Source: an optimization exercise on an open RTL-to-GDS flow (aim: a short achievable clock period and few clock cycles). Production flows keep margins and buffers that such runs may drop. Only simulation tests tie the RTL to the original design; equivalence was not proved. Power is estimated from default activity; no workload was simulated.

## design/flow/config.mk

```make
export PLATFORM = sky130hd
export DESIGN_NAME = wolf_expander
export DESIGN_NICKNAME = wolf_expander
export VERILOG_FILES = /design/flow/design.v
export SDC_FILE = /design/flow/constraint.sdc
export NUM_CORES = 4
export LEC_CHECK = 0
export CAP_MARGIN = 20
export CORE_MARGIN = 2
export CORE_UTILIZATION = 60
export PLACE_DENSITY = 0.72
export SETUP_SLACK_MARGIN = 3.7
export SLEW_MARGIN = 20
export TNS_END_PERCENT = 100
```

## design/flow/constraint.sdc

```tcl
create_clock -name core_clock -period 8.0 [get_ports {clk}]
set_input_delay 1.6000 -clock core_clock [delete_from_list [all_inputs] [get_ports {clk}]]
set_output_delay 1.6000 -clock core_clock [all_outputs]
set_load 0.01 [all_outputs]
```

## design/flow/design.v

```verilog
module wolf_expander (
    input  wire        clk,
    input  wire        rst,           
    input  wire        reg_we,
    input  wire [7:0]  reg_addr,      
    input  wire [31:0] reg_wdata,
    output reg  [31:0] reg_rdata,
    output wire        busy,
    output wire        mem_req,
    output wire        mem_we,
    output wire [15:0] mem_addr,
    output wire [7:0]  mem_wdata,
    input  wire        mem_ready,
    input  wire [7:0]  mem_rdata
);
    localparam [31:0] ID_VALUE = 32'h4C570007;
    localparam [7:0] ERR_NONE         = 8'h00;
    localparam [7:0] ERR_BAD_CMD      = 8'h01;
    localparam [7:0] ERR_ADDR_RANGE   = 8'h03;
    localparam [7:0] ERR_OVERLAP      = 8'h04;
    localparam [7:0] ERR_TRUNC        = 8'h05;
    localparam [7:0] ERR_LEN_MISMATCH = 8'h06;
    localparam [7:0] ERR_COUNT_OVERRUN= 8'h07;
    localparam [7:0] ERR_SRC_RANGE    = 8'h08;
    localparam [7:0] ERR_OUT_OVERFLOW = 8'h09;
    localparam integer WK = 8;
    localparam integer WB = 1 << (WK + 1);    
    localparam integer FN = 12;               
    localparam [2:0] T_PFX   = 3'd0,
                     T_LIT   = 3'd1,          
                     T_ESC   = 3'd2,
                     T_NEAR  = 3'd3,
                     T_FAR   = 3'd4,
                     T_RUN   = 3'd5,
                     T_TRUNC = 3'd6;
    localparam [1:0] K_PAIR  = 2'd0,          
                     K_WCOPY = 2'd1,          
                     K_MCOPY = 2'd2;          
    reg [31:0] r_cmd;
    reg [31:0] r_src_base, r_src_len, r_dst_base, r_dst_cap;
    reg [15:0] r_tag;
    reg        st_busy, st_done, st_err, st_ign;
    reg [7:0]  r_errcode;
    reg [16:0] r_inpos;
    reg [16:0] r_outlen;
    reg [15:0] r_size;
    reg        chk;                
    reg        run;                
    reg        is_rlew;
    assign busy = st_busy;
    always @(*) begin
        case (reg_addr[7:2])
            6'h00: reg_rdata = ID_VALUE;
            6'h01: reg_rdata = r_cmd;
            6'h02: reg_rdata = {26'd0, st_ign, 1'b0, 1'b0, st_err, st_done, st_busy};
            6'h03: reg_rdata = {24'd0, r_errcode};
            6'h04: reg_rdata = r_src_base;
            6'h05: reg_rdata = r_src_len;
            6'h06: reg_rdata = r_dst_base;
            6'h07: reg_rdata = r_dst_cap;
            6'h08: reg_rdata = {16'd0, r_tag};
            6'h0C: reg_rdata = {15'd0, r_inpos};
            6'h0D: reg_rdata = {15'd0, r_outlen};
            6'h0E: reg_rdata = {16'd0, r_size};
            default: reg_rdata = 32'd0;
        endcase
    end
    reg  [32:0] src_end, dst_end;
    reg         v_bad_cmd, v_oor, v_overlap;
    reg         chk2;
    reg [15:0] pf_addr;
    reg [16:0] pf_rem;
    reg        pf_nz;
    reg        rv_src;             
    reg        rv_cp;              
    reg [8*FN-1:0] fq;             
    reg [3:0]  fcnt;
    reg [FN-1:0] fth;              
    reg [FN-1:0] fl_z;             
    reg [FN-1:0] fl_e;             
    reg [FN-1:0] fl_7;             
    reg [FN-1:0] fl_tl;            
    reg [FN-1:0] fl_th;            
    reg        pfx_seen;
    reg        tok_valid;
    reg [2:0]  tok_kind;
    reg [2:0]  tok_len;
    reg [7:0]  tb0, tb1, tb2, tb3, tb4, tb5;
    reg        pfx_done;
    reg [14:0] rem;
    reg [17:0] op_proj;            
    reg [15:0] dpa;                
    reg [16:0] dip;                
    reg        dec_fin;
    reg [7:0]  dec_code;
    reg        nc_valid;
    reg [1:0]  nc_kind;
    reg [7:0]  nc_lo, nc_hi;
    reg [16:0] nc_left;
    reg [WK-1:0] nc_dm1;           
    reg [15:0] nc_raddr;
    reg [16:0] nc_ip;
    reg        cur_more;
    reg [1:0]  cur_kind;
    reg [7:0]  cur_lo, cur_hi;
    reg        cur_ph;
    reg [16:0] cur_left;
    reg [WK-1:0] cur_dm1;
    reg [15:0] cp_addr;
    reg [1:0]  mph;
    reg [16:0] cur_ip;
    reg [7:0]  cbuf;
    reg        p_valid, p_we;
    reg [15:0] p_addr;
    reg [7:0]  p_wdata;
    reg [15:0] wr_addr;
    reg [16:0] cap_rem;
    reg        cap_nz;
    reg [16:0] op_done;
    reg [8*WB-1:0] win;            
    wire       pf_want = run & pf_nz & ~fth[FN-1] & ~(fth[FN-2] & rv_src);
    assign mem_req   = p_valid | pf_want;
    assign mem_we    = p_valid & p_we;
    assign mem_addr  = p_valid ? p_addr : pf_addr;
    assign mem_wdata = p_wdata;
    wire       pf_acc  = ~p_valid & pf_want & mem_ready;
    wire       adv     = ~p_valid | mem_ready;
    wire [17:0] s18       = {2'b0, r_size};
    wire        loop_more = is_rlew ? (op_proj < s18) : (rem != 15'd0);
    wire        tok_take  = tok_valid & run & ~dec_fin & (~pfx_done | ~nc_valid);
    wire        cnt_over  = {7'd0, tb0} > rem;
    wire [17:0] d2x       = {9'd0, tb2, 1'b0};
    wire        near_bad  = (tb2 == 8'd0) || (d2x > op_proj);
    wire [17:0] i2x       = {1'b0, tb3, tb2, 1'b0};
    wire        far_bad   = i2x >= op_proj;
    wire        near_win  = (tb2 >> WK) == 8'd0;
    wire [15:0] run_c     = {tb3, tb2};
    wire [17:0] lo2       = {9'd0, tb0, 1'b0};
    wire [17:0] c2        = {1'b0, run_c, 1'b0};
    wire        t_lit     = (tok_kind == T_LIT);
    wire        t_esc     = (tok_kind == T_ESC);
    wire        t_near    = (tok_kind == T_NEAR);
    wire        t_far     = (tok_kind == T_FAR);
    wire        t_run     = (tok_kind == T_RUN);
    wire        t_trunc   = (tok_kind == T_TRUNC);
    wire        t_copy    = t_near | t_far;
    wire [17:0] t_add     = t_copy ? lo2 : t_run ? c2 : 18'd2;
    wire [14:0] t_sub     = t_copy ? {7'd0, tb0} : 15'd1;
    wire [1:0]  t_nk      = t_copy ? ((t_near & near_win) ? K_WCOPY : K_MCOPY) : K_PAIR;
    wire [16:0] t_nleft   = t_run ? {run_c, 1'b1} - 17'd2 :
                            t_copy ? ((t_near & near_win) ? {tb0, 1'b1} - 17'd2 : lo2[16:0]) :
                            17'd1;
    wire        t_cnt_bad = t_copy & cnt_over;
    wire        t_rng_bad = (t_near & near_bad) | (t_far & far_bad);
    wire        t_err     = t_trunc | t_cnt_bad | t_rng_bad;
    wire [7:0]  t_code    = t_trunc ? ERR_TRUNC : t_cnt_bad ? ERR_COUNT_OVERRUN : ERR_SRC_RANGE;
    wire        t_ok      = ~t_err & (t_lit | t_esc | t_copy | (t_run & (run_c != 16'd0)));
    reg  [2:0] need;
    reg  [2:0] pkind;
    reg        d1_ok;
    always @(*) begin
        if (!pfx_seen) begin
            need = 3'd2; pkind = T_PFX;  d1_ok = fth[1];
        end else if (is_rlew) begin
            if (fl_tl[0] & fl_th[1]) begin need = 3'd6; pkind = T_RUN; d1_ok = fth[5]; end
            else                     begin need = 3'd2; pkind = T_LIT; d1_ok = fth[1]; end
        end else if (fl_e[1]) begin
            if (fl_z[0])             begin need = 3'd3; pkind = T_ESC;  d1_ok = fth[2]; end
            else if (fl_7[1])        begin need = 3'd3; pkind = T_NEAR; d1_ok = fth[2]; end
            else                     begin need = 3'd4; pkind = T_FAR;  d1_ok = fth[3]; end
        end else begin
            need = 3'd2; pkind = T_LIT; d1_ok = fth[1];
        end
    end
    wire       all_in  = ~pf_nz & ~rv_src;
    wire       d1_free = ~tok_valid | tok_take;
    wire       d1_go   = run & ~dec_fin & d1_free & (d1_ok | all_in);
    wire [2:0] pop     = (d1_go & d1_ok) ? need : 3'd0;
    wire [8*FN-1:0] fq_sh = fq >> {pop, 3'b000};
    wire [FN-1:0]   fth_p = fth >> pop;
    wire [FN-1:0]   fz_p  = fl_z >> pop;
    wire [FN-1:0]   fe_p  = fl_e >> pop;
    wire [FN-1:0]   f7_p  = fl_7 >> pop;
    wire [FN-1:0]   ftl_p = fl_tl >> pop;
    wire [FN-1:0]   fth2_p = fl_th >> pop;
    wire in_z  = mem_rdata == 8'h00;
    wire in_e  = (mem_rdata == 8'hA7) | (mem_rdata == 8'hA8);
    wire in_7  = mem_rdata == 8'hA7;
    wire in_tl = mem_rdata == r_tag[7:0];
    wire in_th = mem_rdata == r_tag[15:8];
    reg        nx_valid, nx_we, take_nc;
    reg [7:0]  nx_wd;
    always @(*) begin
        nx_valid = 1'b0;
        nx_we    = 1'b0;
        nx_wd    = rv_cp ? mem_rdata : cbuf;
        take_nc  = 1'b0;
        if (cur_more) begin
            nx_valid = 1'b1;
            case (cur_kind)
                K_PAIR:  begin nx_we = 1'b1; nx_wd = cur_ph ? cur_hi : cur_lo; end
                K_WCOPY: begin nx_we = 1'b1; nx_wd = win[(cur_dm1*16 + 8) +: 8]; end
                default: begin nx_we = mph[1]; end
            endcase
        end else if (nc_valid) begin
            nx_valid = 1'b1;
            take_nc  = 1'b1;
            case (nc_kind)
                K_PAIR:  begin nx_we = 1'b1; nx_wd = nc_lo; end
                K_WCOPY: begin nx_we = 1'b1; nx_wd = win[(nc_dm1*16 + 8) +: 8]; end
                default: begin nx_we = 1'b0; end
            endcase
        end
    end
    wire nx_write = nx_valid & nx_we;
    wire emit_ovf = run & adv & nx_write & ~cap_nz;
    wire em_load  = run & adv & ~emit_ovf;
    wire fin_dec  = run & dec_fin & ~cur_more & ~nc_valid & adv;
    wire [16:0] op_done_nx = op_done + {16'd0, p_valid & p_we & mem_ready};
    integer i;
    always @(posedge clk) begin
        if (rst) begin
            r_cmd      <= 32'd0;
            r_src_base <= 32'd0;
            r_src_len  <= 32'd0;
            r_dst_base <= 32'd0;
            r_dst_cap  <= 32'd0;
            r_tag      <= 16'd0;
            st_busy    <= 1'b0;
            st_done    <= 1'b0;
            st_err     <= 1'b0;
            st_ign     <= 1'b0;
            r_errcode  <= 8'd0;
            r_inpos    <= 17'd0;
            r_outlen   <= 17'd0;
            r_size     <= 16'd0;
            chk        <= 1'b0;
            chk2       <= 1'b0;
            run        <= 1'b0;
            is_rlew    <= 1'b0;
            pf_addr    <= 16'd0;
            pf_rem     <= 17'd0;
            pf_nz      <= 1'b0;
            rv_src     <= 1'b0;
            rv_cp      <= 1'b0;
            fcnt       <= 4'd0;
            fth        <= {FN{1'b0}};
            pfx_seen   <= 1'b0;
            tok_valid  <= 1'b0;
            tok_kind   <= 3'd0;
            tok_len    <= 3'd0;
            pfx_done   <= 1'b0;
            rem        <= 15'd0;
            op_proj    <= 18'd0;
            dpa        <= 16'd0;
            dip        <= 17'd0;
            dec_fin    <= 1'b0;
            dec_code   <= 8'd0;
            nc_valid   <= 1'b0;
            cur_more   <= 1'b0;
            p_valid    <= 1'b0;
            p_we       <= 1'b0;
            wr_addr    <= 16'd0;
            cap_rem    <= 17'd0;
            cap_nz     <= 1'b0;
            op_done    <= 17'd0;
        end else begin
            if (reg_we) begin
                if (st_busy) begin
                    st_ign <= 1'b1;
                end else begin
                    case (reg_addr[7:2])
                        6'h01: begin
                            r_cmd     <= reg_wdata;
                            st_busy   <= 1'b1;
                            st_done   <= 1'b0;
                            st_err    <= 1'b0;
                            st_ign    <= 1'b0;
                            r_errcode <= ERR_NONE;
                            r_inpos   <= 17'd0;
                            r_outlen  <= 17'd0;
                            r_size    <= 16'd0;
                            chk       <= 1'b1;
                            pf_addr   <= r_src_base[15:0];
                            pf_rem    <= r_src_len[16:0];
                            pf_nz     <= r_src_len[16:0] != 17'd0;
                            fcnt      <= 4'd0;
                            fth       <= {FN{1'b0}};
                            pfx_seen  <= 1'b0;
                            tok_valid <= 1'b0;
                            pfx_done  <= 1'b0;
                            rem       <= 15'd0;
                            op_proj   <= 18'd0;
                            dpa       <= r_dst_base[15:0];
                            dip       <= 17'd0;
                            dec_fin   <= 1'b0;
                            nc_valid  <= 1'b0;
                            cur_more  <= 1'b0;
                            p_valid   <= 1'b0;
                            wr_addr   <= r_dst_base[15:0];
                            cap_rem   <= r_dst_cap[16:0];
                            cap_nz    <= r_dst_cap[16:0] != 17'd0;
                            op_done   <= 17'd0;
                        end
                        6'h04: r_src_base <= reg_wdata;
                        6'h05: r_src_len  <= reg_wdata;
                        6'h06: r_dst_base <= reg_wdata;
                        6'h07: r_dst_cap  <= reg_wdata;
                        6'h08: r_tag      <= reg_wdata[15:0];
                        default: ;
                    endcase
                end
            end
            src_end <= {1'b0, r_src_base} + {1'b0, r_src_len};
            dst_end <= {1'b0, r_dst_base} + {1'b0, r_dst_cap};
            if (chk) begin
                chk       <= 1'b0;
                chk2      <= 1'b1;
                is_rlew   <= (r_cmd == 32'h2);
                v_bad_cmd <= !((r_cmd == 32'h1) || (r_cmd == 32'h2));
                v_oor     <= (src_end > 33'h10000) || (dst_end > 33'h10000);
                v_overlap <= (r_src_len != 32'd0) && (r_dst_cap != 32'd0) &&
                             ({1'b0, r_src_base} < dst_end) &&
                             ({1'b0, r_dst_base} < src_end);
            end
            if (chk2) begin
                chk2 <= 1'b0;
                if (v_bad_cmd || v_oor || v_overlap) begin
                    r_errcode <= v_bad_cmd ? ERR_BAD_CMD :
                                 v_oor ? ERR_ADDR_RANGE : ERR_OVERLAP;
                    st_err    <= 1'b1;
                    st_done   <= 1'b1;
                    st_busy   <= 1'b0;
                end else begin
                    run <= 1'b1;
                end
            end
            rv_src <= run & pf_acc;
            rv_cp  <= run & p_valid & ~p_we & mem_ready;
            if (pf_acc) begin
                pf_addr <= pf_addr + 16'd1;
                pf_rem  <= pf_rem - 17'd1;
                pf_nz   <= pf_rem != 17'd1;
            end
            if (run) begin
                for (i = 0; i < FN; i = i + 1) begin
                    if (fth_p[i]) begin
                        fq[i*8 +: 8] <= fq_sh[i*8 +: 8];
                        fl_z[i]  <= fz_p[i];
                        fl_e[i]  <= fe_p[i];
                        fl_7[i]  <= f7_p[i];
                        fl_tl[i] <= ftl_p[i];
                        fl_th[i] <= fth2_p[i];
                    end else begin
                        fq[i*8 +: 8] <= mem_rdata;
                        fl_z[i]  <= in_z;
                        fl_e[i]  <= in_e;
                        fl_7[i]  <= in_7;
                        fl_tl[i] <= in_tl;
                        fl_th[i] <= in_th;
                    end
                end
                fth  <= rv_src ? {fth_p[FN-2:0], 1'b1} : fth_p;
                fcnt <= fcnt - {1'b0, pop} + {3'd0, rv_src};
            end
            if (d1_go) begin
                pfx_seen  <= 1'b1;
                tok_valid <= 1'b1;
                tok_kind  <= d1_ok ? pkind : T_TRUNC;
                tok_len   <= d1_ok ? need : fcnt[2:0];
                {tb5, tb4, tb3, tb2, tb1, tb0} <= fq[47:0];
            end else if (tok_take) begin
                tok_valid <= 1'b0;
            end
            if (run && !dec_fin && pfx_done && !loop_more) begin
                dec_fin  <= 1'b1;
                dec_code <= (op_proj != s18) ? ERR_LEN_MISMATCH : ERR_NONE;
            end else if (tok_take) begin
                if (!pfx_done) begin
                    if (tok_kind == T_TRUNC) begin
                        dec_fin  <= 1'b1;
                        dec_code <= ERR_TRUNC;
                        dip      <= {14'd0, tok_len};
                    end else begin
                        pfx_done <= 1'b1;
                        r_size   <= {tb1, tb0};
                        rem      <= {tb1, tb0[7:1]};
                        dip      <= 17'd2;
                    end
                end else begin
                    dip      <= dip + {14'd0, tok_len};
                    nc_ip    <= dip + {14'd0, tok_len};
                    op_proj  <= op_proj + t_add;
                    dpa      <= dpa + t_add[15:0];
                    rem      <= rem - t_sub;
                    nc_kind  <= t_nk;
                    nc_lo    <= t_run ? tb4 : t_esc ? tb2 : tb0;
                    nc_hi    <= t_run ? tb5 : tb1;
                    nc_left  <= t_nleft;
                    nc_dm1   <= tb2[WK-1:0] - {{(WK-1){1'b0}}, 1'b1};
                    nc_raddr <= t_far ? (r_dst_base[15:0] + {tb3[6:0], tb2, 1'b0})
                                      : (dpa - {7'd0, tb2, 1'b0});
                    nc_valid <= t_ok;
                    if (t_err) begin
                        dec_fin  <= 1'b1;
                        dec_code <= t_code;
                    end
                end
            end
            if (rv_cp) cbuf <= mem_rdata;
            if (run) op_done <= op_done_nx;
            if (em_load) begin
                p_valid <= nx_valid;
                p_we    <= nx_we;
                p_wdata <= nx_wd;
                p_addr  <= nx_we ? wr_addr : (take_nc ? nc_raddr : cp_addr);
                if (nx_write) begin
                    wr_addr <= wr_addr + 16'd1;
                    cap_rem <= cap_rem - 17'd1;
                    cap_nz  <= cap_rem != 17'd1;
                    win     <= {win[8*WB-9:0], nx_wd};
                end
                if (take_nc) begin
                    nc_valid <= 1'b0;
                    cur_more <= 1'b1;
                    cur_kind <= nc_kind;
                    cur_lo   <= nc_lo;
                    cur_hi   <= nc_hi;
                    cur_ph   <= 1'b1;
                    cur_dm1  <= nc_dm1;
                    cur_ip   <= nc_ip;
                    cur_left <= nc_left;
                    cp_addr  <= nc_raddr + 16'd1;
                    mph      <= 2'd1;
                end else if (cur_more) begin
                    case (cur_kind)
                        K_PAIR: begin
                            cur_ph   <= ~cur_ph;
                            cur_left <= cur_left - 17'd1;
                            cur_more <= cur_left != 17'd1;
                        end
                        K_WCOPY: begin
                            cur_left <= cur_left - 17'd1;
                            cur_more <= cur_left != 17'd1;
                        end
                        default: begin
                            mph <= mph + 2'd1;
                            if (!mph[1]) cp_addr <= cp_addr + 16'd1;
                            if (mph[1])  cur_left <= cur_left - 17'd1;
                            if (mph == 2'd3) cur_more <= cur_left != 17'd1;
                        end
                    endcase
                end
            end
            if (emit_ovf) begin
                run       <= 1'b0;
                p_valid   <= 1'b0;
                st_busy   <= 1'b0;
                st_done   <= 1'b1;
                st_err    <= 1'b1;
                r_errcode <= ERR_OUT_OVERFLOW;
                r_inpos   <= take_nc ? nc_ip : cur_ip;
                r_outlen  <= op_done_nx;
            end else if (fin_dec) begin
                run       <= 1'b0;
                st_busy   <= 1'b0;
                st_done   <= 1'b1;
                st_err    <= dec_code != ERR_NONE;
                r_errcode <= dec_code;
                r_inpos   <= dip;
                r_outlen  <= op_done_nx;
            end
        end
    end
endmodule
```

## design/flow/run.sh

```bash
#!/bin/bash
# synth_recipe.tcl (not shown) runs the flow's synth.tcl, then flattens the netlist and writes it again
# the make line also repeats each setting of config.mk as NAME=value (left out here)
make -C /OpenROAD-flow-scripts/flow DESIGN_CONFIG=/design/flow/config.mk WORK_HOME=/design/flow/orfs CLKGATE_MAP_FILE= SYNTH_SCRIPT=/design/flow/synth_recipe.tcl finish
```

==> results_dict.tcl, run 1 <==
set metrics [dict create \
    setup_viol 0 \
    worst_hold_path.endpoint "win[1576]" \
    antenna_found_initial 22 \
    grt_pass1_vias 113600 \
    start_kind "primary input" \
    cp.required_ns 6.40 \
    yosys_warnings 1 \
    ys_seq_area_frac 0.7032 \
    yosysMostFrequentCell "edfxtp_1" \
    finalCriticalPeriod_ns 4.847 \
    netlist_instances 11850 \
    slew_violations 0 \
    cpMostUsedCell "buf_8" \
    p_total_mw 51.60 \
    slew_headroom 0.2301 \
    clockBufferDepth 4 \
    core_area_sq_mm 0.3427 \
    numCtsBuffers 482 \
    num_vias 116800 \
    synth_ff_type "edfxtp_1" \
    r2r_slack_ns 3.62 \
    grt_max_degree 179 \
    hold_class "flop to flop" \
    r2r_cells 11 \
    synth.top_cells.by_count "edfxtp_1, mux4_2, nand2_1" \
    multi_input_area_sq_mm 0.05798 \
    placementRows 215 \
    synthArstFlopShare 0 \
    reg2reg_to "win[2]" \
    via_per_inst 6.810 \
    clockRootBuffer "clkbuf_16" \
    fmax_mhz 206.3 \
    cp_cell_sequence "buf_8, buf_12, nand2_4, or2_4, nor3_4, buf_8, buf_6, a222oi_1, nand3_1, buf_2" \
    num_io_pins 111 \
    hp-start "win[1568]" \
    track_usage 0.2904 \
    max_slew.worst_pin.slew_ns 1.154 \
    synth-edff-count 4548 \
    fillers 22010 \
    end_kind "primary output" \
    finalCritPeriodShare 0.6058 \
    gp_congestion 0.9360 \
    drtIter0Drc 16590 \
    power.leakage_nw 61.53 \
    wl_mm 516.5 \
    finalSetupTns_ns 0 \
    vdd_drop_max_uv 207.6 \
    rsz0062_at_grt "true" \
    nets 12470 \
    area_delta_synth_final_pct 12.02 \
    insertion_delay_ns 1.03 \
    initial_core_util 0.6023 \
    drt-wirelength-per-cell_um 30.12 \
    max_stage_delay_ns 0.31 \
    dieArea_sq_mm 0.3487 \
    cellPowerDensity_mw_per_mm2 223.1 \
    ys_ff_latch 4976 \
    netlist.area_leader.share 0.6617 \
    synth_cell_types 92 \
    worstPathMaxFanout 7 \
    cts.sinks 4976 \
    die_y_um 590.5 \
    hold_depth 0 \
    grt_overflow 0 \
    arrival_ns 3.25 \
    crit_slowest_cell "a222oi_1" \
    drc 0 \
    yosys.area.top_type "edfxtp_1" \
    h-tree-depth 5 \
    syn_avg_cell_area_sq_um 17.42 \
    finalHoldViolations 0 \
    dr.pass1.iters 9 \
    r2r-start "nc_dm1[1]" \
    skew_ns 0.06616 \
    ant_nets 0 \
    maxCapViolCount 0 \
    netlist_area_sq_mm 0.2064 \
    holdWs_ns 0.3876 \
    cts_tree "done" \
    io_buffers 108 \
    status "timing/DRC/antenna clean" \
    dpl.hpwl_mm 306.2 \
    crit_type "primary input to primary output" \
    die-width_um 590.5 \
    ctsHoldBuffers 0 \
    drive_gt1_frac 0.2063 \
    synthTopCellsByArea "edfxtp_1, mux4_2, dfxtp_1" \
    grt_pass1_wl_mm 753.9 \
    clk_pin_slew_ns 0.06 \
    final-seq-area_sq_mm 0.1452 \
]
[layer usage]
metal	global-route usage	wire (um)	vias up
met4	0.1049	20660	10
met2	0.4420	238600	6905
met1	0.4258	206400	60360
met3	0.05478	50780	1079
met5	0	67	-
li1	-	-	48430
[placed cells by master (no fill, tap or decap), types with 81 or more instances in the layout]
cell type  instances
o21ai_0          313
nor2_1           392
a22oi_1           96
dfxtp_1          420
clkbuf_16        493
buf_4            272
a21oi_1          594
nor3_1           115
xnor2_1          116
inv_1            185
clkbuf_1          82
nand3_1          189
mux2i_1          293
edfxtp_1        4548
ha_1             247
clkinv_2         109
xor2_1            81
and3_1            83
mux4_2          1212
clkinv_1          95
nand2_1         1016
a211oi_1         129
[metrics by stage]
stage                     area, sq um  std cells  worst slack [ns]  utilization
after floorplan                206500      11850            -55.00            -
after global placement         213200      16130             1.358       0.6221
after detailed placement       213300      16130             1.722       0.6223
after CTS                      230500      17100             3.173       0.6726
after global routing           231200      17140             3.147       0.6746
final                          231200      17150             3.153       0.6747
[worst max path at each step]
stage,startpoint,cells after the start,end
after floorplan,mem_ready,6,win[0]
after global placement,reg_addr[4],8,reg_rdata[16]
after detailed placement,reg_addr[4],8,reg_rdata[12]
after CTS,reg_addr[6],10,reg_rdata[13]
after global routing,reg_addr[4],10,reg_rdata[16]
final,reg_addr[4],10,reg_rdata[13]
[layout make-up]
| type | count | share of cell area |
|---|---|---|
| clock inverter | 320 | 0.01533 |
| inverter | 197 | 0.003409 |
| sequential | 4976 | 0.6278 |
| clock buffer | 580 | 0.05462 |
| timing repair buffer | 501 | 0.02331 |
| antenna | 15 | 0.0001623 |
| tap | 4557 | 0.02466 |
| multi-input combinational | 6002 | 0.2507 |
[power breakdown]
part	internal, mW	switching [mW]
sequential	28.0	0.0202
combinational	0.102	0.204
clock	13.3	9.97
total	41.4	10.2
[flip-flops by register name, summed over array words and instances (netlist names), 18 cells and up]
signal      count
win          4096
fq             96
dst_end        33
src_end        33
r_cmd          32
r_dst_base     32
r_dst_cap      32
r_src_base     32
r_src_len      32
op_proj        18
[critical path, delay by kind of cell]
kind | cells | cell delay [ns]
simple gates | 4 | 0.60
buf+inv | 5 | 0.73
compound gates | 1 | 0.31
[logic make-up after synthesis]
logic type,after synthesis,share of synthesized area
buffers and inverters,873,0.01966
AND/OR/NAND/NOR,2238,0.04906
multiplexers,1574,0.1502
flip-flops,4976,0.7032
AO/OA/AOI/OAI,1733,0.05370
XOR/XNOR,197,0.008359
adder cells (fa/ha/maj),256,0.01585
[what timing repair did]
| item | CTS | global route |
|---|---|---|
| cloned | 8 | 10 |
| buffers inserted | 56 | 25 |
| pin swaps | 43 | 32 |
| endpoints found under the setup margin | 2554 | 540 |
| gates resized for setup | 257 | 85 |
Testbench counts, summed over its fixed seeds: cycles 725,051.
==> run 2: changes to the inputs <==
--- a/design/flow/design.v
+++ b/design/flow/design.v
@@ -4,7 +4,7 @@
     input  wire        reg_we,
     input  wire [7:0]  reg_addr,      
     input  wire [31:0] reg_wdata,
-    output reg  [31:0] reg_rdata,
+    output wire [31:0] reg_rdata,
     output wire        busy,
     output wire        mem_req,
     output wire        mem_we,
@@ -48,23 +48,47 @@
     reg        run;                
     reg        is_rlew;
     assign busy = st_busy;
-    always @(*) begin
-        case (reg_addr[7:2])
-            6'h00: reg_rdata = ID_VALUE;
-            6'h01: reg_rdata = r_cmd;
-            6'h02: reg_rdata = {26'd0, st_ign, 1'b0, 1'b0, st_err, st_done, st_busy};
-            6'h03: reg_rdata = {24'd0, r_errcode};
-            6'h04: reg_rdata = r_src_base;
-            6'h05: reg_rdata = r_src_len;
-            6'h06: reg_rdata = r_dst_base;
-            6'h07: reg_rdata = r_dst_cap;
-            6'h08: reg_rdata = {16'd0, r_tag};
-            6'h0C: reg_rdata = {15'd0, r_inpos};
-            6'h0D: reg_rdata = {15'd0, r_outlen};
-            6'h0E: reg_rdata = {16'd0, r_size};
-            default: reg_rdata = 32'd0;
-        endcase
-    end
+    wire [3:0]  rd_d10, rd_d32;
+    wire        rd_hz;
+    wolf_rd_dec2 u_rd_d10 (.a(reg_addr[3:2]), .y(rd_d10));
+    wolf_rd_dec2 u_rd_d32 (.a(reg_addr[5:4]), .y(rd_d32));
+    wolf_rd_nor2 u_rd_hz  (.a(reg_addr[6]), .b(reg_addr[7]), .y(rd_hz));
+    wire [11:0] rd_sel;
+    wolf_rd_and3 u_rd_s0  (.a(rd_hz), .b(rd_d32[0]), .c(rd_d10[0]), .y(rd_sel[0]));
+    wolf_rd_and3 u_rd_s1  (.a(rd_hz), .b(rd_d32[0]), .c(rd_d10[1]), .y(rd_sel[1]));
+    wolf_rd_and3 u_rd_s2  (.a(rd_hz), .b(rd_d32[0]), .c(rd_d10[2]), .y(rd_sel[2]));
+    wolf_rd_and3 u_rd_s3  (.a(rd_hz), .b(rd_d32[0]), .c(rd_d10[3]), .y(rd_sel[3]));
+    wolf_rd_and3 u_rd_s4  (.a(rd_hz), .b(rd_d32[1]), .c(rd_d10[0]), .y(rd_sel[4]));
+    wolf_rd_and3 u_rd_s5  (.a(rd_hz), .b(rd_d32[1]), .c(rd_d10[1]), .y(rd_sel[5]));
+    wolf_rd_and3 u_rd_s6  (.a(rd_hz), .b(rd_d32[1]), .c(rd_d10[2]), .y(rd_sel[6]));
+    wolf_rd_and3 u_rd_s7  (.a(rd_hz), .b(rd_d32[1]), .c(rd_d10[3]), .y(rd_sel[7]));
+    wolf_rd_and3 u_rd_s8  (.a(rd_hz), .b(rd_d32[2]), .c(rd_d10[0]), .y(rd_sel[8]));
+    wolf_rd_and3 u_rd_s12 (.a(rd_hz), .b(rd_d32[3]), .c(rd_d10[0]), .y(rd_sel[9]));
+    wolf_rd_and3 u_rd_s13 (.a(rd_hz), .b(rd_d32[3]), .c(rd_d10[1]), .y(rd_sel[10]));
+    wolf_rd_and3 u_rd_s14 (.a(rd_hz), .b(rd_d32[3]), .c(rd_d10[2]), .y(rd_sel[11]));
+    wire [31:0] rd_v0  = ID_VALUE;
+    wire [31:0] rd_v1  = r_cmd;
+    wire [31:0] rd_v2  = {26'd0, st_ign, 1'b0, 1'b0, st_err, st_done, st_busy};
+    wire [31:0] rd_v3  = {24'd0, r_errcode};
+    wire [31:0] rd_v4  = r_src_base;
+    wire [31:0] rd_v5  = r_src_len;
+    wire [31:0] rd_v6  = r_dst_base;
+    wire [31:0] rd_v7  = r_dst_cap;
+    wire [31:0] rd_v8  = {16'd0, r_tag};
+    wire [31:0] rd_v12 = {15'd0, r_inpos};
+    wire [31:0] rd_v13 = {15'd0, r_outlen};
+    wire [31:0] rd_v14 = {16'd0, r_size};
+    genvar gb;
+    generate
+        for (gb = 0; gb < 32; gb = gb + 1) begin : g_rd
+            wolf_rd_ao12 u_ao (
+                .s(rd_sel),
+                .d({rd_v14[gb], rd_v13[gb], rd_v12[gb], rd_v8[gb],
+                    rd_v7[gb], rd_v6[gb], rd_v5[gb], rd_v4[gb],
+                    rd_v3[gb], rd_v2[gb], rd_v1[gb], rd_v0[gb]}),
+                .y(reg_rdata[gb]));
+        end
+    endgenerate
     reg  [32:0] src_end, dst_end;
     reg         v_bad_cmd, v_oor, v_overlap;
     reg         chk2;
@@ -473,3 +497,31 @@
         end
     end
 endmodule
+module wolf_rd_dec2 (
+    input  wire [1:0] a,
+    output wire [3:0] y
+);
+    assign y = {a[1] & a[0], a[1] & ~a[0], ~a[1] & a[0], ~a[1] & ~a[0]};
+endmodule
+module wolf_rd_nor2 (
+    input  wire a,
+    input  wire b,
+    output wire y
+);
+    assign y = ~(a | b);
+endmodule
+module wolf_rd_and3 (
+    input  wire a,
+    input  wire b,
+    input  wire c,
+    output wire y
+);
+    assign y = a & b & c;
+endmodule
+module wolf_rd_ao12 (
+    input  wire [11:0] s,
+    input  wire [11:0] d,
+    output wire        y
+);
+    assign y = |(s & d);
+endmodule
--- a/design/flow/config.mk
+++ b/design/flow/config.mk
@@ -7,8 +7,9 @@
 export LEC_CHECK = 0
 export CAP_MARGIN = 20
 export CORE_MARGIN = 2
-export CORE_UTILIZATION = 60
-export PLACE_DENSITY = 0.72
+export CORE_UTILIZATION = 45
+export PLACE_DENSITY = 0.65
 export SETUP_SLACK_MARGIN = 3.7
 export SLEW_MARGIN = 20
+export SYNTH_HIERARCHICAL = 1
 export TNS_END_PERCENT = 100
==> results_dict.tcl, run 2 <==
set metrics [dict create \
    cellPowerDensity_mw_per_mm2 220.5 \
    num_io_pins 111 \
    yosys_warnings 7 \
    netlist_area_sq_mm 0.2075 \
    yosys.area.top_type "edfxtp_1" \
    gp_congestion 0.8967 \
    worstPathMaxFanout 8 \
    finalSetupTns_ns 0 \
    startpoint "reg_addr[4]" \
    crit_type "primary input to primary output" \
    synthTopCellsByArea "edfxtp_1, mux4_2, dfxtp_1" \
    largest_reg_flops 4096 \
    max_slew.worst_pin.slew_ns 1.172 \
    top_layer_used "met5" \
    route.met2.wl_mm 230.9 \
    final_common_cell "edfxtp_1" \
    pwr-share-clk 0.454 \
    ctsHoldBuffers 0 \
    syn_avg_cell_area_sq_um 17.33 \
    antenna_found_initial 9 \
    area_delta_synth_final_pct 13.31 \
    status "timing/DRC/antenna clean" \
    drc 0 \
    switching_share 0.1991 \
    synthArstFlopShare 0 \
    ys_ff_latch 4976 \
    finalCritPeriodShare 0.6013 \
    holdWs_ns 0.3958 \
    drtIter0Drc 13580 \
    finalHoldViolations 0 \
    die-width_um 683.0 \
    r2r-start "nc_dm1[2]" \
    dieArea_sq_mm 0.4665 \
    io_buffers 108 \
    grt_pass1_vias 113900 \
    grt_pass1_wl_mm 747.0 \
    numCtsBuffers 519 \
    seqPwrFrac 0.540 \
    synth-edff-count 4548 \
    fmax_mhz 207.9 \
    intPower_mw 41.51 \
    skew_ns 0.04909 \
    rsz0062_at_grt "true" \
    end_kind "primary output" \
    switchingPower_mw 10.32 \
    netlist.area_leader.share 0.6582 \
    drive_gt1_frac 0.2013 \
    met1_length_mm 216.7 \
    h-tree-depth 6 \
    ys_seq_area_frac 0.6995 \
    finalCriticalPeriod_ns 4.810 \
    grt_max_degree 194 \
    synth.top_cells.by_count "edfxtp_1, mux4_2, nand2_1" \
    regMostFlops "win" \
    p_comb_frac 0.006 \
    core_area_sq_mm 0.4595 \
    slew_headroom 0.2189 \
    nets 12750 \
    power.leakage_nw 63.02 \
    num_vias 116000 \
    reg_top3 "win x4096, fq x96" \
    layout_common_cells "edfxtp_1, mux4_2, nand2_1" \
    placementRows 249 \
    drt-wirelength-per-cell_um 26.53 \
    vdd_drop_max_uv 233.7 \
    hold_class "flop to flop" \
    dpl.hpwl_mm 296.8 \
    cp.required_ns 6.40 \
    cts_tree "done" \
    clockRootBuffer "clkbuf_16" \
    cts.sinks 4976 \
    synth_ff_type "edfxtp_1" \
    initial_core_util 0.4515 \
    die_y_um 683.0 \
    yosysMostFrequentCell "edfxtp_1" \
    via_per_inst 6.101 \
    dr.pass1.iters 10 \
    clk_pin_slew_ns 0.06 \
    grt_overflow 0 \
    netlist_instances 11970 \
    track_usage 0.2099 \
    insertion_delay_ns 1.03 \
    arrival_ns 3.21 \
    hp-start "win[448]" \
    clockBufferDepth 4 \
    ant_nets 0 \
    start_kind "primary input" \
    setup_viol 0 \
    slew_violations 0 \
    synth_cell_types 102 \
    wl_mm 504.2 \
    maxCapViolCount 0 \
    wl_met3_mm 38.66 \
    fillers 36270 \
]
==> run 2: cell count changes after synthesis, moves of 24 or more <==
cell      before   now
mux4_2      1212  1188
buf_6         44    20
a21o_1        74   106
a22o_1        33   121
nor2_1       417   523
a22oi_1      100    45
a31oi_1       58    92
o22ai_1       40    72
o21ai_0      323   295
buf_4         37    61
mux2i_1      294   357
a211oi_1     130   106
nand2_1     1022   982
a221oi_2       2    96
==> run 2: per-layer routing <==
| metal | vias up | track usage |
|---|---|---|
| li1 | 49170 | - |
| met1 | 60450 | 0.3076 |
| met2 | 5330 | 0.3211 |
| met3 | 993 | 0.03495 |
| met4 | 6 | 0.07053 |
| met5 | - | 0 |
==> run 2: final timing paths <==
kind	end	cells past startpoint	slack [ns]
max	reg_rdata[15]	9	3.19
min	win[456]	0	0.40
max reg2reg	win[2]	11	3.79
min reg2reg	win[456]	0	0.40
==> run 2: cell families after synthesis <==
group           synth area share
buf+inv                  0.01820
simple gates             0.04912
flops                     0.6995
mux                       0.1490
fa+ha+maj                0.01576
other cells           0.00003620
compound gates           0.05983
xor+xnor                0.008527
==> run 2: repair_timing <==
action,4_1_cts,5_1_grt
gates resized for setup,308,52
gates cloned,15,3
endpoints found under the setup margin,300,746
buffers inserted,44,21
pin swaps,71,36
==> run 2: cell type report <==
class | count | area (sq um) | share of cell area
multi-input combinational | 6297 | 59970 | 0.2551
sequential | 4976 | 145200 | 0.6174
antenna | 4 | 10.01 | 0.00004258
clock buffer | 663 | 13970 | 0.05942
tap | 6149 | 7694 | 0.03273
clock inverter | 265 | 2500 | 0.01063
inverter | 195 | 770.7 | 0.003278
timing repair buffer | 456 | 5035 | 0.02142
==> run 2: critical path: stages <==
cell	delay (ns)
buf_8	0.11
and2b_2	0.22
buf_6	0.14
and3_4	0.18
buf_12	0.15
a22o_4	0.22
a221oi_4	0.28
nand3_2	0.15
buf_6	0.15
==> run 2: per-stage QoR <==
| stage | area, sq um | util | setup WS (ns) | total power, mW | instances |
|---|---|---|---|---|---|
| 6_report | 235100 | 0.5116 | 3.190 | 51.84 | 19010 |
| 5_1_grt | 235100 | 0.5116 | 3.159 | 53.34 | 19000 |
| 3_3_place_gp | 216800 | 0.4718 | 1.729 | 28.83 | 17990 |
| 3_5_place_dp | 216900 | 0.4719 | 1.708 | 28.84 | 17990 |
| 2_1_floorplan | 208100 | - | -54.97 | 28.69 | 12120 |
| 4_1_cts | 234600 | 0.5104 | 3.232 | 52.35 | 18980 |
==> run 2: per-module statistics from Yosys, one instance, submodules excluded <==
module         copies in the design  flops+latches
wolf_rd_nor2                      1              0
wolf_expander                     1           4976
wolf_rd_ao12                     32              0
wolf_rd_and3                     12              0
wolf_rd_dec2                      2              0
==> run 2: power groups by stage <==
stage	Clock, mW	Combinational, mW	Sequential (mW)
global route	25.0	0.342	28.0
CTS	24.1	0.308	28.0
global placement	0	0.284	28.5
floorplan	0	0.153	28.5
finish	23.5	0.321	28.0
detailed placement	0	0.290	28.5
Testbench counts of run 2, summed over its fixed seeds: cycles 725,051.
==> run 3: changes to the inputs <==
--- a/design/flow/design.v
+++ b/design/flow/design.v
@@ -47,25 +47,33 @@
     reg        chk;                
     reg        run;                
     reg        is_rlew;
+    reg [15:0] e_tag;
+    reg [15:0] e_dstb;
+    reg [15:0] e_size;
     assign busy = st_busy;
-    wire [3:0]  rd_d10, rd_d32;
-    wire        rd_hz;
-    wolf_rd_dec2 u_rd_d10 (.a(reg_addr[3:2]), .y(rd_d10));
-    wolf_rd_dec2 u_rd_d32 (.a(reg_addr[5:4]), .y(rd_d32));
-    wolf_rd_nor2 u_rd_hz  (.a(reg_addr[6]), .b(reg_addr[7]), .y(rd_hz));
-    wire [11:0] rd_sel;
-    wolf_rd_and3 u_rd_s0  (.a(rd_hz), .b(rd_d32[0]), .c(rd_d10[0]), .y(rd_sel[0]));
-    wolf_rd_and3 u_rd_s1  (.a(rd_hz), .b(rd_d32[0]), .c(rd_d10[1]), .y(rd_sel[1]));
-    wolf_rd_and3 u_rd_s2  (.a(rd_hz), .b(rd_d32[0]), .c(rd_d10[2]), .y(rd_sel[2]));
-    wolf_rd_and3 u_rd_s3  (.a(rd_hz), .b(rd_d32[0]), .c(rd_d10[3]), .y(rd_sel[3]));
-    wolf_rd_and3 u_rd_s4  (.a(rd_hz), .b(rd_d32[1]), .c(rd_d10[0]), .y(rd_sel[4]));
-    wolf_rd_and3 u_rd_s5  (.a(rd_hz), .b(rd_d32[1]), .c(rd_d10[1]), .y(rd_sel[5]));
-    wolf_rd_and3 u_rd_s6  (.a(rd_hz), .b(rd_d32[1]), .c(rd_d10[2]), .y(rd_sel[6]));
-    wolf_rd_and3 u_rd_s7  (.a(rd_hz), .b(rd_d32[1]), .c(rd_d10[3]), .y(rd_sel[7]));
-    wolf_rd_and3 u_rd_s8  (.a(rd_hz), .b(rd_d32[2]), .c(rd_d10[0]), .y(rd_sel[8]));
-    wolf_rd_and3 u_rd_s12 (.a(rd_hz), .b(rd_d32[3]), .c(rd_d10[0]), .y(rd_sel[9]));
-    wolf_rd_and3 u_rd_s13 (.a(rd_hz), .b(rd_d32[3]), .c(rd_d10[1]), .y(rd_sel[10]));
-    wolf_rd_and3 u_rd_s14 (.a(rd_hz), .b(rd_d32[3]), .c(rd_d10[2]), .y(rd_sel[11]));
+    wire [47:0] rd_sel;             
+    genvar gl;
+    generate
+        for (gl = 0; gl < 4; gl = gl + 1) begin : g_lane
+            wire [3:0] rd_d10, rd_d32;
+            wire       rd_hz;
+            wolf_rd_dec2 u_d10 (.a(reg_addr[3:2]), .y(rd_d10));
+            wolf_rd_dec2 u_d32 (.a(reg_addr[5:4]), .y(rd_d32));
+            wolf_rd_nor2 u_hz  (.a(reg_addr[6]), .b(reg_addr[7]), .y(rd_hz));
+            wolf_rd_and3 u_s0  (.a(rd_hz), .b(rd_d32[0]), .c(rd_d10[0]), .y(rd_sel[12*gl+0]));
+            wolf_rd_and3 u_s1  (.a(rd_hz), .b(rd_d32[0]), .c(rd_d10[1]), .y(rd_sel[12*gl+1]));
+            wolf_rd_and3 u_s2  (.a(rd_hz), .b(rd_d32[0]), .c(rd_d10[2]), .y(rd_sel[12*gl+2]));
+            wolf_rd_and3 u_s3  (.a(rd_hz), .b(rd_d32[0]), .c(rd_d10[3]), .y(rd_sel[12*gl+3]));
+            wolf_rd_and3 u_s4  (.a(rd_hz), .b(rd_d32[1]), .c(rd_d10[0]), .y(rd_sel[12*gl+4]));
+            wolf_rd_and3 u_s5  (.a(rd_hz), .b(rd_d32[1]), .c(rd_d10[1]), .y(rd_sel[12*gl+5]));
+            wolf_rd_and3 u_s6  (.a(rd_hz), .b(rd_d32[1]), .c(rd_d10[2]), .y(rd_sel[12*gl+6]));
+            wolf_rd_and3 u_s7  (.a(rd_hz), .b(rd_d32[1]), .c(rd_d10[3]), .y(rd_sel[12*gl+7]));
+            wolf_rd_and3 u_s8  (.a(rd_hz), .b(rd_d32[2]), .c(rd_d10[0]), .y(rd_sel[12*gl+8]));
+            wolf_rd_and3 u_s12 (.a(rd_hz), .b(rd_d32[3]), .c(rd_d10[0]), .y(rd_sel[12*gl+9]));
+            wolf_rd_and3 u_s13 (.a(rd_hz), .b(rd_d32[3]), .c(rd_d10[1]), .y(rd_sel[12*gl+10]));
+            wolf_rd_and3 u_s14 (.a(rd_hz), .b(rd_d32[3]), .c(rd_d10[2]), .y(rd_sel[12*gl+11]));
+        end
+    endgenerate
     wire [31:0] rd_v0  = ID_VALUE;
     wire [31:0] rd_v1  = r_cmd;
     wire [31:0] rd_v2  = {26'd0, st_ign, 1'b0, 1'b0, st_err, st_done, st_busy};
@@ -82,7 +90,7 @@
     generate
         for (gb = 0; gb < 32; gb = gb + 1) begin : g_rd
             wolf_rd_ao12 u_ao (
-                .s(rd_sel),
+                .s(rd_sel[12*(gb/8) +: 12]),
                 .d({rd_v14[gb], rd_v13[gb], rd_v12[gb], rd_v8[gb],
                     rd_v7[gb], rd_v6[gb], rd_v5[gb], rd_v4[gb],
                     rd_v3[gb], rd_v2[gb], rd_v1[gb], rd_v0[gb]}),
@@ -149,7 +157,7 @@
     assign mem_wdata = p_wdata;
     wire       pf_acc  = ~p_valid & pf_want & mem_ready;
     wire       adv     = ~p_valid | mem_ready;
-    wire [17:0] s18       = {2'b0, r_size};
+    wire [17:0] s18       = {2'b0, e_size};
     wire        loop_more = is_rlew ? (op_proj < s18) : (rem != 15'd0);
     wire        tok_take  = tok_valid & run & ~dec_fin & (~pfx_done | ~nc_valid);
     wire        cnt_over  = {7'd0, tb0} > rem;
@@ -210,8 +218,8 @@
     wire in_z  = mem_rdata == 8'h00;
     wire in_e  = (mem_rdata == 8'hA7) | (mem_rdata == 8'hA8);
     wire in_7  = mem_rdata == 8'hA7;
-    wire in_tl = mem_rdata == r_tag[7:0];
-    wire in_th = mem_rdata == r_tag[15:8];
+    wire in_tl = mem_rdata == e_tag[7:0];
+    wire in_th = mem_rdata == e_tag[15:8];
     reg        nx_valid, nx_we, take_nc;
     reg [7:0]  nx_wd;
     always @(*) begin
@@ -301,30 +309,7 @@
                             st_err    <= 1'b0;
                             st_ign    <= 1'b0;
                             r_errcode <= ERR_NONE;
-                            r_inpos   <= 17'd0;
-                            r_outlen  <= 17'd0;
-                            r_size    <= 16'd0;
                             chk       <= 1'b1;
-                            pf_addr   <= r_src_base[15:0];
-                            pf_rem    <= r_src_len[16:0];
-                            pf_nz     <= r_src_len[16:0] != 17'd0;
-                            fcnt      <= 4'd0;
-                            fth       <= {FN{1'b0}};
-                            pfx_seen  <= 1'b0;
-                            tok_valid <= 1'b0;
-                            pfx_done  <= 1'b0;
-                            rem       <= 15'd0;
-                            op_proj   <= 18'd0;
-                            dpa       <= r_dst_base[15:0];
-                            dip       <= 17'd0;
-                            dec_fin   <= 1'b0;
-                            nc_valid  <= 1'b0;
-                            cur_more  <= 1'b0;
-                            p_valid   <= 1'b0;
-                            wr_addr   <= r_dst_base[15:0];
-                            cap_rem   <= r_dst_cap[16:0];
-                            cap_nz    <= r_dst_cap[16:0] != 17'd0;
-                            op_done   <= 17'd0;
                         end
                         6'h04: r_src_base <= reg_wdata;
                         6'h05: r_src_len  <= reg_wdata;
@@ -339,6 +324,32 @@
             dst_end <= {1'b0, r_dst_base} + {1'b0, r_dst_cap};
             if (chk) begin
                 chk       <= 1'b0;
+                r_inpos   <= 17'd0;
+                r_outlen  <= 17'd0;
+                r_size    <= 16'd0;
+                e_size    <= 16'd0;
+                e_tag     <= r_tag;
+                e_dstb    <= r_dst_base[15:0];
+                pf_addr   <= r_src_base[15:0];
+                pf_rem    <= r_src_len[16:0];
+                pf_nz     <= r_src_len[16:0] != 17'd0;
+                fcnt      <= 4'd0;
+                fth       <= {FN{1'b0}};
+                pfx_seen  <= 1'b0;
+                tok_valid <= 1'b0;
+                pfx_done  <= 1'b0;
+                rem       <= 15'd0;
+                op_proj   <= 18'd0;
+                dpa       <= r_dst_base[15:0];
+                dip       <= 17'd0;
+                dec_fin   <= 1'b0;
+                nc_valid  <= 1'b0;
+                cur_more  <= 1'b0;
+                p_valid   <= 1'b0;
+                wr_addr   <= r_dst_base[15:0];
+                cap_rem   <= r_dst_cap[16:0];
+                cap_nz    <= r_dst_cap[16:0] != 17'd0;
+                op_done   <= 17'd0;
                 chk2      <= 1'b1;
                 is_rlew   <= (r_cmd == 32'h2);
                 v_bad_cmd <= !((r_cmd == 32'h1) || (r_cmd == 32'h2));
@@ -396,6 +407,19 @@
             end else if (tok_take) begin
                 tok_valid <= 1'b0;
             end
+            if (tok_take && pfx_done) begin
+                nc_ip    <= dip + {14'd0, tok_len};
+                op_proj  <= op_proj + t_add;
+                dpa      <= dpa + t_add[15:0];
+                rem      <= rem - t_sub;
+                nc_kind  <= t_nk;
+                nc_lo    <= t_run ? tb4 : t_esc ? tb2 : tb0;
+                nc_hi    <= t_run ? tb5 : tb1;
+                nc_left  <= t_nleft;
+                nc_dm1   <= tb2[WK-1:0] - {{(WK-1){1'b0}}, 1'b1};
+                nc_raddr <= t_far ? (e_dstb + {tb3[6:0], tb2, 1'b0})
+                                  : (dpa - {7'd0, tb2, 1'b0});
+            end
             if (run && !dec_fin && pfx_done && !loop_more) begin
                 dec_fin  <= 1'b1;
                 dec_code <= (op_proj != s18) ? ERR_LEN_MISMATCH : ERR_NONE;
@@ -407,23 +431,12 @@
                         dip      <= {14'd0, tok_len};
                     end else begin
                         pfx_done <= 1'b1;
-                        r_size   <= {tb1, tb0};
+                        e_size   <= {tb1, tb0};
                         rem      <= {tb1, tb0[7:1]};
                         dip      <= 17'd2;
                     end
                 end else begin
                     dip      <= dip + {14'd0, tok_len};
-                    nc_ip    <= dip + {14'd0, tok_len};
-                    op_proj  <= op_proj + t_add;
-                    dpa      <= dpa + t_add[15:0];
-                    rem      <= rem - t_sub;
-                    nc_kind  <= t_nk;
-                    nc_lo    <= t_run ? tb4 : t_esc ? tb2 : tb0;
-                    nc_hi    <= t_run ? tb5 : tb1;
-                    nc_left  <= t_nleft;
-                    nc_dm1   <= tb2[WK-1:0] - {{(WK-1){1'b0}}, 1'b1};
-                    nc_raddr <= t_far ? (r_dst_base[15:0] + {tb3[6:0], tb2, 1'b0})
-                                      : (dpa - {7'd0, tb2, 1'b0});
                     nc_valid <= t_ok;
                     if (t_err) begin
                         dec_fin  <= 1'b1;
@@ -485,6 +498,7 @@
                 r_errcode <= ERR_OUT_OVERFLOW;
                 r_inpos   <= take_nc ? nc_ip : cur_ip;
                 r_outlen  <= op_done_nx;
+                r_size    <= e_size;
             end else if (fin_dec) begin
                 run       <= 1'b0;
                 st_busy   <= 1'b0;
@@ -493,6 +507,7 @@
                 r_errcode <= dec_code;
                 r_inpos   <= dip;
                 r_outlen  <= op_done_nx;
+                r_size    <= e_size;
             end
         end
     end
@@ -523,5 +538,38 @@
     input  wire [11:0] d,
     output wire        y
 );
-    assign y = |(s & d);
+    wire [3:0] n;
+    wire [3:0] t;
+    genvar g;
+    generate
+        for (g = 0; g < 4; g = g + 1) begin : g_t
+            wolf_rd_and2   u_t (.a(s[3*g+2]), .b(d[3*g+2]), .y(t[g]));
+            wolf_rd_aoi221 u_a (.a1(s[3*g]), .a2(d[3*g]), .b1(s[3*g+1]), .b2(d[3*g+1]),
+                                .c(t[g]), .y(n[g]));
+        end
+    endgenerate
+    wolf_rd_nand4  u_o  (.a(n), .y(y));
+endmodule
+module wolf_rd_and2 (
+    input  wire a,
+    input  wire b,
+    output wire y
+);
+    assign y = a & b;
+endmodule
+module wolf_rd_aoi221 (
+    input  wire a1,
+    input  wire a2,
+    input  wire b1,
+    input  wire b2,
+    input  wire c,
+    output wire y
+);
+    assign y = ~((a1 & a2) | (b1 & b2) | c);
+endmodule
+module wolf_rd_nand4 (
+    input  wire [3:0] a,
+    output wire       y
+);
+    assign y = ~&a;
 endmodule
--- a/design/flow/config.mk
+++ b/design/flow/config.mk
@@ -9,7 +9,7 @@
 export CORE_MARGIN = 2
 export CORE_UTILIZATION = 45
 export PLACE_DENSITY = 0.65
-export SETUP_SLACK_MARGIN = 3.7
+export SETUP_SLACK_MARGIN = 3.9
 export SLEW_MARGIN = 20
 export SYNTH_HIERARCHICAL = 1
 export TNS_END_PERCENT = 100
==> results_dict.tcl, run 3 <==
set metrics [dict create \
    status "timing/DRC/antenna clean" \
    numCtsBuffers 523 \
    grt_overflow 0 \
    insertion_delay_ns 1.09 \
    num_io_pins 111 \
    synthArstFlopShare 0 \
    design_area_sq_mm 0.2385 \
    fin_cells 18870 \
    cts.sinks 5023 \
    syn_avg_cell_area_sq_um 17.78 \
    layout_common_cells "edfxtp_1, mux4_2, nand2_1" \
    grt_pass1_vias 113500 \
    h-tree-depth 6 \
    p_comb_frac 0.007 \
    cellPowerDensity_mw_per_mm2 221.3 \
    slew_violations 0 \
    worst_hold_path.endpoint "win[1161]" \
    pre_cts_slack_ns 1.726 \
    finalCriticalPeriod_ns 4.826 \
    cts_tree "done" \
    grt_pass1_wl_mm 743.0 \
    synth-edff-count 4596 \
    grt_max_degree 172 \
    antenna_found_initial 7 \
    netlist_area_sq_mm 0.2096 \
    rsz0062_at_grt "true" \
    switchingPower_mw 10.55 \
    vdd_drop_max_uv 266.0 \
    ys_seq_area_frac 0.6992 \
    largest_reg_flops 4096 \
    finalCritPeriodShare 0.6033 \
    drt-wirelength-per-cell_um 26.70 \
    power.leakage_nw 63.04 \
    intPower_mw 42.23 \
    slew_headroom 0.2199 \
    nets 12590 \
    place_area_sq_mm 0.2189 \
    cp.required_ns 6.40 \
    max_slew.worst_pin.slew_ns 1.167 \
    yosysMostFrequentCell "edfxtp_1" \
    crit_slowest_cell "nand4_1" \
    ys_ff_latch 5023 \
    synth_cell_types 94 \
    dpl.hpwl_mm 295.0 \
    num_vias 114700 \
    max_stage_delay_ns 0.39 \
    reg_top3 "win x4096, fq x96" \
    wl_mm 503.8 \
    die_y_um 686.5 \
    drc 0 \
    ctsHoldBuffers 0 \
    synth_ff_type "edfxtp_1" \
    synthTopCellsByArea "edfxtp_1, mux4_2, dfxtp_1" \
    gp_congestion 0.9103 \
    finalSetupTns_ns 0 \
    finalHoldViolations 0 \
    switching_share 0.1998 \
    fin_ws_ns 3.174 \
    cp_cell_sequence "bufbuf_16, and2_4, and3_4, a221oi_2, nand4_1, buf_2" \
    clockRootBuffer "clkbuf_16" \
    track_usage 0.2066 \
    ant_nets 0 \
    yosys_warnings 7 \
    synth.top_cells.by_count "edfxtp_1, mux4_2, nand2_1" \
    clockBufferDepth 4 \
    die-width_um 686.5 \
    initial_core_util 0.4519 \
    netlist_instances 11790 \
    area_delta_synth_final_pct 13.77 \
    seqPwrFrac 0.536 \
    startpoint "reg_addr[3]" \
    worstPathMaxFanout 8 \
    r2r_slack_ns 3.92 \
    via_per_inst 6.080 \
    r2r-start "nc_dm1[1]" \
    io_buffers 108 \
    final_common_cell "edfxtp_1" \
    drtIter0Drc 13540 \
    end_kind "primary output" \
    arrival_ns 3.23 \
    clk_pin_slew_ns 0.06 \
    hold_depth 0 \
    dieArea_sq_mm 0.4713 \
    reg2reg_to "p_wdata[7]" \
    regMostFlops "win" \
    pwr-share-clk 0.458 \
    setup_viol 0 \
    fmax_mhz 207.2 \
    r2r_cells 9 \
    yosys.area.top_type "edfxtp_1" \
    placementRows 250 \
    start_kind "primary input" \
    fillers 36530 \
    core_area_sq_mm 0.4639 \
    drive_gt1_frac 0.2196 \
    crit_type "primary input to primary output" \
    netlist.area_leader.share 0.6584 \
    skew_ns 0.07953 \
    placed_cells_incl_taps 17830 \
    maxCapViolCount 0 \
    hold_class "flop to flop" \
    dr.pass1.iters 6 \
    hp-start "win[1153]" \
]
## run 3: kinds of logic after synthesis
family,after synthesis,share of synthesized area
muxes,1708,0.1583
AOI/OAI and AO/OA,1540,0.05112
other,2,0.00003583
and+or+nand+nor,2214,0.05014
buffers and inverters,849,0.01736
xor gates and xnor gates,197,0.008232
adders and majority gates,255,0.01554
DFF,5023,0.6992
## run 3: critical path, delay by kind of cell
kind,cells,cell delay [ns]
buf+inv,2,0.55
simple gates,3,0.76
compound gates,1,0.31
## run 3: how the worst max path moves through the flow
stage	endpoint
4_1_cts	reg_rdata[5]
2_1_floorplan	win[0]
6_report	reg_rdata[0]
3_5_place_dp	reg_rdata[10]
5_1_grt	reg_rdata[2]
3_3_place_gp	reg_rdata[12]
## run 3: timing repair
action                                   CTS  global route
resized for setup                        384           107
cloned                                    16            13
endpoints found under the setup margin  3803          2608
pin swaps                                 65            50
setup buffers                             47            19
## run 3: modules after synthesis (local to each module, per instance), excerpt
module          times used  flip-flops and latches  area (sq um)  cells inside
wolf_rd_dec2             8                       0         26.28             4
wolf_rd_nand4           32                       0         6.256             1
wolf_rd_aoi221         128                       0         15.01             1
wolf_expander            1                    5023        206200         11420
wolf_rd_and2           128                       0         6.256             1
wolf_rd_nor2             4                       0         3.754             1
wolf_rd_and3            48                       0         6.256             1
## run 3: power by group through the flow
stage	Sequential (mW)	Clock [mW]	Combinational (mW)
floorplan	28.8	0	0.168
global placement	28.8	0	0.312
detailed placement	28.8	0	0.318
CTS	28.3	24.7	0.334
global route	28.3	25.7	0.377
finish	28.3	24.1	0.354
## run 3: metrics by stage
stage / total power [mW] / hold slack, ns / util
final: 52.77 / 0.3630 / 0.5141
after global routing: 54.30 / 0.3767 / 0.5141
after CTS: 53.28 / 0.3616 / 0.5121
after detailed placement: 29.15 / 0.4045 / 0.4719
after global placement: 29.15 / 0.4001 / 0.4719
after floorplan: 28.99 / 0.4003 / -
## run 3: cell type report
class	instances	area, sq um	area share
flip-flops and latches	5023	146600	0.6147
well taps	6174	7725	0.03239
clock inverters	290	2985	0.01252
clock buffers	647	13910	0.05833
repair buffers	444	5389	0.02260
multi-input cells	6062	60970	0.2557
diodes	8	20.02	0.00008395
inverters	224	888.4	0.003725
## run 3: layer usage
metal	up-vias	part of all wire	wire length, um	GRT usage
li1	48650	-	-	-
met1	59940	0.43	215500	0.3017
met2	5266	0.46	233300	0.3215
met3	888	0.078	39340	0.03283
met4	0	0.031	15700	0.06305
met5	-	0	0	0
Testbench counts of run 3, summed over its fixed seeds: cycles 725,051.
==> run 4: changes to the inputs <==
--- a/design/flow/design.v
+++ b/design/flow/design.v
@@ -23,7 +23,7 @@
     localparam [7:0] ERR_COUNT_OVERRUN= 8'h07;
     localparam [7:0] ERR_SRC_RANGE    = 8'h08;
     localparam [7:0] ERR_OUT_OVERFLOW = 8'h09;
-    localparam integer WK = 8;
+    localparam integer WK = 7;
     localparam integer WB = 1 << (WK + 1);    
     localparam integer FN = 12;               
     localparam [2:0] T_PFX   = 3'd0,
==> results_dict.tcl, run 4 <==
set metrics [dict create \
    status "timing/DRC/antenna clean" \
    top_usage_layer "met2" \
    yosysMostFrequentCell "edfxtp_1" \
    reg_top3 "win x2048, fq x96" \
    power.leakage_nw 44.26 \
    worstPathMaxFanout 8 \
    seqPwrFrac 0.531 \
    slew_violations 0 \
    cp.required_ns 6.40 \
    drt-wirelength-per-cell_um 24.72 \
    ys_ff_latch 2973 \
    hold_class "flop to flop" \
    ctsHoldBuffers 0 \
    num_vias 79560 \
    drive_gt1_frac 0.1884 \
    cp_cell_sequence "buf_12, buf_12, and2b_2, and3_4, and2_4, a221oi_2, nand4_1, buf_2" \
    finalCritPeriodShare 0.6172 \
    finalCriticalPeriod_ns 4.937 \
    rsz0062_at_grt "true" \
    insertion_delay_ns 0.90 \
    via_per_inst 5.984 \
    dieArea_sq_mm 0.2966 \
    met2_usage 0.3355 \
    start_kind "primary input" \
    final_common_cell "edfxtp_1" \
    ant_nets 0 \
    clk_pin_slew_ns 0.06 \
    gp_congestion 0.9181 \
    grt_pass1_vias 77640 \
    p_comb_frac 0.011 \
    arrival_ns 3.34 \
    switching_share 0.2017 \
    placementRows 198 \
    drc 0 \
    pre_cts_slack_ns 1.758 \
    skew_ns 0.07689 \
    critPathTopFamily "simple AND/OR/NAND/NOR gates" \
    netlist.area_leader.share 0.5814 \
    layout_common_cells "edfxtp_1, nand2_1, mux4_2" \
    pwr-share-clk 0.458 \
    crit_slowest_cell "nand4_1" \
    io_buffers 108 \
    numCtsBuffers 317 \
    num_io_pins 111 \
    grt_util_met3 0.03318 \
    die-width_um 544.6 \
    synth-edff-count 2546 \
    area_delta_synth_final_pct 13.79 \
    grt_use_met1 0.3138 \
    synth_ff_type "edfxtp_1" \
    core_area_sq_mm 0.2908 \
    grt_overflow 0 \
    drtIter0Drc 8752 \
    wl_mm 328.7 \
    synth_cell_types 96 \
    cts.sinks 2973 \
    place_area_sq_mm 0.1378 \
    cellPowerDensity_mw_per_mm2 209.3 \
    crit_type "primary input to primary output" \
    track_usage 0.2172 \
    grt_max_degree 183 \
    end_kind "primary output" \
    netlist_instances 8821 \
    syn_avg_cell_area_sq_um 14.91 \
    intPower_mw 25.00 \
    vdd_drop_max_uv 171.1 \
    max_slew.worst_pin.slew_ns 1.212 \
    fmax_mhz 202.5 \
    h-tree-depth 5 \
    largest_reg_flops 2048 \
    p_total_mw 31.31 \
    initial_core_util 0.4521 \
    max_stage_delay_ns 0.36 \
    dr.pass1.iters 9 \
    grt_pass1_wl_mm 491.4 \
    die_y_um 544.6 \
    clockBufferDepth 4 \
    cts_tree "done" \
    design_area_sq_mm 0.1496 \
    synth.top_cells.by_count "edfxtp_1, nand2_1, mux4_2" \
    fin_cells 13300 \
    cpMostUsedCell "buf_12" \
    setup_viol 0 \
    netlist_area_sq_mm 0.1315 \
    fin_ws_ns 3.063 \
    clockRootBuffer "clkbuf_16" \
    maxCapViolCount 0 \
    switchingPower_mw 6.317 \
    placed_cells_incl_taps 12660 \
    synthTopCellsByArea "edfxtp_1, mux4_2, dfxtp_1" \
    antenna_found_initial 6 \
    ys_seq_area_frac 0.6464 \
    yosys.area.top_type "edfxtp_1" \
    nets 9463 \
    dpl.hpwl_mm 199.8 \
    finalSetupTns_ns 0 \
    slew_headroom 0.1911 \
    yosys_warnings 7 \
    critPathBufInv 3 \
    synthArstFlopShare 0 \
    regMostFlops "win" \
    finalHoldViolations 0 \
]
## run 4: final cells by class
cell class,instances,area (sq um)
well taps,3900,4880
fillers,23800,141200
clock buffers,395,8506
diodes,3,7.507
multi-input cells,5314,45340
inverters,202,792.0
clock inverters,162,1510
repair buffers,348,3572
flip-flops and latches,2973,85020
## run 4: kinds of logic after synthesis
family                     after synthesis  share of synthesized area
other                                    2                 0.00005711
adders and majority gates              255                    0.02478
muxes                                  927                     0.1351
buffers and inverters                  680                    0.02053
AOI/OAI and AO/OA                     1504                    0.07883
DFF                                   2973                     0.6464
xor gates and xnor gates               204                    0.01359
and+or+nand+nor                       2276                    0.08069
## run 4: final timing paths
kind / from / endpoint / slack, ns / cells past startpoint
worst min register to register: win[1286] / win[1294] / 0.36 / 0
worst max register to register: nc_dm1[4] / p_wdata[1] / 3.96 / 7
worst min-delay path: win[1286] / win[1294] / 0.36 / 0
worst max-delay path: reg_addr[2] / reg_rdata[14] / 3.06 / 8
## run 4: per-layer routing
layer | vias up | wire length [um] | part of all wire
met5 | - | 21 | 0.000064
met4 | 4 | 11640 | 0.035
met3 | 624 | 24750 | 0.075
met2 | 3318 | 150600 | 0.46
met1 | 40580 | 141800 | 0.43
li1 | 35030 | - | -
## run 4: per-module statistics from Yosys, one instance, submodules excluded, a selection
module	flip-flops and latches	cells inside
wolf_rd_dec2	0	4
wolf_rd_nand4	0	1
wolf_rd_nor2	0	1
wolf_rd_and2	0	1
wolf_rd_aoi221	0	1
wolf_expander	2973	8449
wolf_rd_and3	0	1
## run 4: stage by stage
stage | hold slack [ns] | utilization
after floorplan | 0.4003 | -
after global placement | 0.4005 | 0.4739
after detailed placement | 0.4045 | 0.4739
after CTS | 0.3527 | 0.5123
after global routing | 0.3703 | 0.5144
final | 0.3628 | 0.5145
## run 4: what timing repair did
action                                 4_1_cts  5_1_grt
pin swaps                                   54       49
endpoints found under the hold margin        0        0
setup buffers                               43       23
gates resized for setup                    354       69
cloned                                       8        2
setup endpoints to repair                 1991      201
## run 4: power groups by stage
stage               clock, mW  sequential [mW]  combinational [mW]
detailed placement          0             17.0               0.307
finish                   14.3             16.6               0.341
global route             15.2             16.6               0.366
CTS                      14.6             16.6               0.327
floorplan                   0             17.0               0.164
global placement            0             17.0               0.301
Testbench counts of run 4, summed over its fixed seeds: cycles 740,365.

[static timing again, ports no longer ideal]
The results above use ideal ports. As a check the final layouts listed here were re-extracted and re-timed, cells and wires unchanged. Step 1, drivers: a clkbuf_16 drives clk and a buf_2 each remaining input, both assumed. Step 2 times the ports against the registers' clock, not the clock port: input delays grow and output delays shrink by t, the midpoint of the rising clock arrivals with the driver on. Slacks: ideal / step 1 / step 2; pairs: ideal / step 1.
run	t (ns)	slack for setup (ns)	clock arrival spread, ns	slew at the worst register clock pin (ns)	pins driven straight from the clock port
run 1	1.109	3.153 / 3.114 / 2.799	0.072 / 0.072	0.07 / 0.07	1
run 2	1.114	3.190 / 3.138 / 2.922	0.051 / 0.051	0.07 / 0.07	1
run 3	1.150	3.174 / 2.979 / 2.933	0.099 / 0.099	0.07 / 0.07	1
run 4	0.964	3.063 / 3.015 / 3.010	0.084 / 0.084	0.07 / 0.07	1
After both steps every run listed still meets setup and hold. The setup slack of run 1, which loses most, moves by -0.039 ns with the drivers and by -0.354 ns with both steps.
